Context: an optimization exercise on an open-source flow, tuned for a short achievable clock period and few clock cycles. The choices shown serve that exercise and are no tape-out recipe.
Where RTL was checked, it was by simulation tests only, not by an equivalence proof against the original.
Power figures rest on the tool's default switching activity, not on a simulated workload.

## xenon
// jcpu8
module jcpu8 (
    input  wire        clk,
    input  wire        rst,         
    input  wire        stall,       
    output wire [15:0] mem_addr,
    output wire        mem_we,
    output wire [7:0]  mem_wdata,
    input  wire [7:0]  mem_rdata,
    input  wire [7:0]  io0,
    output wire        io_event,
    output wire [7:0]  io_value,
    output wire        fault
);
Settings: LEC_CHECK=0, CAP_MARGIN=20, CORE_MARGIN=2, CORE_UTILIZATION=25, GPL_ROUTABILITY_DRIVEN=1, PLACE_DENSITY=0.45, SETUP_SLACK_MARGIN=4.0, SLEW_MARGIN=20, SYNTH_HIERARCHICAL=1, SYNTH_MINIMUM_KEEP_SIZE=0; clock period 6.0 ns.
run.sh (not shown) runs the stock make flow with config.mk's settings and CLKGATE_MAP_FILE= SYNTH_SCRIPT=/design/flow/synth_recipe.tcl, a recipe that flattens the netlist after the stock synthesis.
#### Input delta (lagoon over xenon)
--- a/flow/design.v
+++ b/flow/design.v
@@ -137,26 +137,26 @@
                 ID_LDA:          is_defined = b[7];
                 ID_POP:          is_defined = ~b[7];
                 default:         is_defined = 1'b0;
             endcase
         end
     endfunction
     assign mem_addr  = addr_q;
     assign mem_we    = we_q;
     assign mem_wdata = wd_q;
     assign io_event  = ev_q;
     assign io_value  = ev_val;
     assign fault     = fault_q;
-    wire        hi_nz, any_nz;
-    jcpu8_bdec u_bdec (.b(mem_rdata), .hi(hi_nz), .any(any_nz));
+    wire        hi_nz, any_nz, op_def;
+    jcpu8_bdec u_bdec (.b(mem_rdata), .hi(hi_nz), .any(any_nz), .def(op_def));
     wire [7:0]  x_rd;
     wire [7:0]  ra_e = e2_we[0] ? res_q : ra;
     wire [7:0]  rb_e = e2_we[1] ? res_q : rb;
     wire [7:0]  rc_e = e2_we[2] ? res_q : rc;
     wire [7:0]  rd_e = e2_we[3] ? res_q : rd;
     wire [7:0]  rl_e = (e2_we[4] || e2_lda) ? res_q : rl;
     wire [7:0]  rh_e = e2_we[5] ? res_q : e2_lda ? hi_q : rh;
     wire [7:0]  rf_e = e2_we[6] ? res_q : rf;
     wire        f_nz = e2_add || e2_cmp;
     jcpu8_xsel u_xsel (.s(mem_rdata[2:0]), .hi(hi_nz),
                        .ra(ra_e), .rb(rb_e), .rc(rc_e), .rd(rd_e), .rl(rl_e), .rh(rh_e), .rf(rf_e),
                        .x(x_rd));
@@ -198,25 +198,25 @@
     wire [3:0]  nid = mem_rdata[3:0];
     always @(posedge clk) begin
         if (rst) begin
             pF <= 1'b1; pA1 <= 1'b0; pA2 <= 1'b0; pM <= 1'b0;
             we_q <= 1'b0;
             sp <= 16'd0;
             io_prev <= 8'd0; faulted <= 1'b0;
         end else if (active) begin
             we_q <= (pA1 && c_push && !push_wait && sp_ok) ||
                     (pA2 && c_sw && ls_addr[15]);
             if (pF) begin
                 if (io0 != io_prev) io_prev <= io0;
-                if (!is_defined(mem_rdata)) faulted <= 1'b1;
+                if (!op_def) faulted <= 1'b1;
                 pF <= 1'b0; pA1 <= 1'b1;
             end
             if (pA1 && adv) begin
                 pA1 <= 1'b0;
                 if (c_three)         pA2 <= 1'b1;
                 else if (c_jnz)      pF  <= 1'b1;
                 else                 pM  <= 1'b1;
             end
             if (pA2) begin
                 pA2 <= 1'b0;
                 if (c_ls) pM <= 1'b1;
                 else      pF <= 1'b1;
@@ -275,25 +275,25 @@
             rf_sel  <= onehot({5'd0, mem_rdata[6:4]});
             sp_ok   <= sp_dec[15];
             sp_ffff <= &sp;
             sp_zero <= ~|sp;
         end
         if (pA1) begin
             arg1   <= mem_rdata;
             a1_sel <= rd_sel;
         end
         if (pA1 || pA2) ret_q <= pc_inc;
         end
     end
-    wire fault_set = active && ((pF && !is_defined(mem_rdata)) ||
+    wire fault_set = active && ((pF && !op_def) ||
                                 (pM && c_push && !sp_ok) ||
                                 (pM && c_sw && !addr_q[15]));
     wire ev_next   = active && pF && io0 != io_prev;
     always @(posedge clk) begin
         if (rst) begin
             ev_q    <= 1'b0;
             fault_q <= 1'b0;
         end else if (!stall) begin
             ev_q    <= ev_next;
             fault_q <= (faulted || fault_set) && !ev_next;
         end
         if (rst)     ev_val <= 8'd0;
@@ -405,28 +405,34 @@
             fl_c      <= ex_sum & sum[8];
             fl_d_f    <= ex_d_f;
             fl_d_inv  <= ex_d_inv;
             fl_s_same <= ex_s_reg && !ex_s_hi && !ex_d_inv && ex_s_lo == ex_d_lo;
             fl_s_f    <= ex_s_reg && !ex_s_hi && ex_s_lo == 3'd6;
             fl_op2    <= op2_q;
         end
     end
 endmodule
 module jcpu8_bdec (
     input  wire [7:0] b,
     output wire       hi,      
-    output wire       any      
+    output wire       any,     
+    output wire       def      
 );
     assign hi  = |b[7:3];
     assign any = |b;
+    assign def = (b[3:0] == 4'h2 || b[3:0] == 4'h3) ||
+                 (b[6:4] == 3'd0 &&
+                  (b[3:0] == 4'h1 || b[3:0] == 4'h5 || b[3:0] == 4'h7 ||
+                   (b[3:0] >= 4'h8 && b[3:0] <= 4'hC) ||
+                   (b[3:0] == 4'h4 && b[7]) || (b[3:0] == 4'h6 && !b[7])));
 endmodule
 module jcpu8_xsel (
     input  wire [2:0] s,
     input  wire       hi,
     input  wire [7:0] ra, rb, rc, rd, rl, rh, rf,
     output wire [7:0] x
 );
     reg [7:0] x_lo;
     always @* begin
         case (s)
             3'd0: x_lo = ra;
             3'd1: x_lo = rb;
Results
Diff xenon -> lagoon | sequential power share | increase of 2.0 points. lagoon finished every step from synthesis to the final layout, and the layout passed the timing, design-rule and antenna checks. Routed wire length (lower): xenon. In the metrics for lagoon and xenon, the one carrying the higher final-layout fill cell count is lagoon. From xenon to lagoon the numbers moved as follows: critical path depth moved down; cell area reported after detailed placement grew by 210 µm².
Testbench counts of lagoon, summed over its fixed seeds: cycles 172,034.
No functional check of the RTL was part of xenon.


== run A ==
Another version of the RTL of jcpu8 (not shown whole).
Size in the first run: ~54 I/O pins, about 14,000 µm² of cells after synthesis.
clock: 6.0 ns
lec_check: 0
cap_margin: 20
core_margin: 2
core_utilization: 25
gpl_routability_driven: 1
place_density: 0.45
setup_slack_margin: 4.0
slew_margin: 20
synth_hierarchical: 1
synth_minimum_keep_size: 0
Setup changes, run A to run B
--- a/flow/design.v
+++ b/flow/design.v
@@ -141,28 +141,37 @@
     assign mem_wdata = wd_q;
     assign io_event  = ev_q;
     assign io_value  = ev_val;
     assign fault     = fault_q;
     wire        hi_nz, any_nz;
     jcpu8_bdec u_bdec (.b(mem_rdata), .hi(hi_nz), .any(any_nz));
-    wire [7:0]  x_rd;
-    jcpu8_xsel u_xsel (.s(mem_rdata[2:0]), .hi(hi_nz),
-                       .ra(ra), .rb(rb), .rc(rc), .rd(rd), .rl(rl), .rh(rh), .rf(rf),
-                       .x(x_rd));
+    reg  [7:0]  x_lo;
+    always @* begin
+        case (mem_rdata[2:0])
+            3'd0: x_lo = ra;
+            3'd1: x_lo = rb;
+            3'd2: x_lo = rc;
+            3'd3: x_lo = rd;
+            3'd4: x_lo = rl;
+            3'd5: x_lo = rh;
+            3'd6: x_lo = rf;
+            default: x_lo = 8'hFF;
+        endcase
+    end
+    wire [7:0]  x_rd    = x_lo | {8{hi_nz}};
     wire [7:0]  rd_sel  = onehot(mem_rdata);
     wire [7:0]  x_a1    = rsel(a1_sel, ra, rb, rc, rd, rl, rh, rf);
     wire [7:0]  x_rf    = rsel(rf_sel, ra, rb, rc, rd, rl, rh, rf);
     wire [7:0]  opv     = imm ? mem_rdata : x_rd;
     wire [15:0] pc_inc  = addr_q + 16'd1;
     wire [15:0] sp_dec  = sp - 16'd1;
     wire [15:0] sp_inc  = sp + 16'd1;
     reg         sp_ok, sp_ffff, sp_zero;   
     wire [15:0] ls_addr = imm ? {arg1, mem_rdata} : {x_a1, x_rd};
-    wire [6:0]  zr = {~((|rf) | fl_v), ~|rh, ~|rl, ~|rd, ~|rc, ~|rb, ~|ra};
-    wire        taken;
-    jcpu8_jnz u_jnz (.b(mem_rdata), .imm(imm), .zr(zr), .taken(taken));
+    wire [7:0]  zr = {1'b0, ~((|rf) | fl_v), ~|rh, ~|rl, ~|rd, ~|rc, ~|rb, ~|ra};
+    wire        taken = imm ? any_nz : !(zr[mem_rdata[2:0]] && !hi_nz);
     wire        push_wait = fl_v && !imm;
     wire        go_ls  = pA2 && c_ls;
     wire        go_jnz = pA1 && c_jnz;
     wire [15:0] addr_early = pM ? ret_q :
                              (pA1 && c_push) ? sp_dec :
                              (pA1 && c_pop)  ? sp : pc_inc;
@@ -373,37 +382,6 @@
     output wire       hi,      
     output wire       any      
 );
     assign hi  = |b[7:3];
     assign any = |b;
 endmodule
-module jcpu8_xsel (
-    input  wire [2:0] s,
-    input  wire       hi,
-    input  wire [7:0] ra, rb, rc, rd, rl, rh, rf,
-    output wire [7:0] x
-);
-    reg [7:0] x_lo;
-    always @* begin
-        case (s)
-            3'd0: x_lo = ra;
-            3'd1: x_lo = rb;
-            3'd2: x_lo = rc;
-            3'd3: x_lo = rd;
-            3'd4: x_lo = rl;
-            3'd5: x_lo = rh;
-            3'd6: x_lo = rf;
-            default: x_lo = 8'hFF;
-        endcase
-    end
-    assign x = x_lo | {8{hi}};
-endmodule
-module jcpu8_jnz (
-    input  wire [7:0] b,
-    input  wire       imm,
-    input  wire [6:0] zr,
-    output wire       taken
-);
-    wire [7:0] zr8 = {1'b0, zr};
-    wire       z   = (b[7:3] == 5'd0) && zr8[b[2:0]];
-    assign taken = imm ? |b : !z;
-endmodule
Findings:
Run B: power higher than run A. Run A -> run B: final area decreased by a few percent. Run B vs run A: fraction of area in registers up. Lower cell count goes to run B over run A. Changes observed in run B relative to run A: wire length reported by the detailed router went down 6.2%; number of clock buffers in the layout went up; number of filler cells placed in the layout saw an increase.
No functional check of the RTL was part of any run of this note.

==> what the ideal ports hide <==
How much do the figures lean on ideal ports? The routed layouts below were timed once more, with nothing changed but the port constraints. Step 1 (the two cells are an assumption about what drives the block):
set clk [get_ports {clk}]
set_driving_cell -lib_cell sky130_fd_sc_hd__clkbuf_16 $clk
set_driving_cell -lib_cell sky130_fd_sc_hd__buf_2 [delete_from_list [all_inputs] $clk]
Step 2, shift: input delay + t, output delay - t, t = (earliest + latest rising clock arrival at the registers) / 2. This alone moves slack from input paths to output paths. Slacks: ideal ports / drivers / drivers and shift; pairs: ideal ports / drivers.
| run | t, ns | slack for setup (ns) | worst setup path at the end |
|---|---|---|---|
| xenon | 0.603 | 3.455 / 3.455 / 2.884 | input to register |
| lagoon | 0.654 | 3.509 / 3.404 / 2.750 | input to register |
| run A | 0.634 | 3.198 / 3.182 / 2.548 | input to register |
| run B | 0.635 | 3.411 / 3.404 / 2.768 | input to register |
After both steps setup and hold are still met in every run listed. The setup slack of lagoon, which loses most, moves by -0.105 ns with the drivers and by -0.759 ns with both steps.
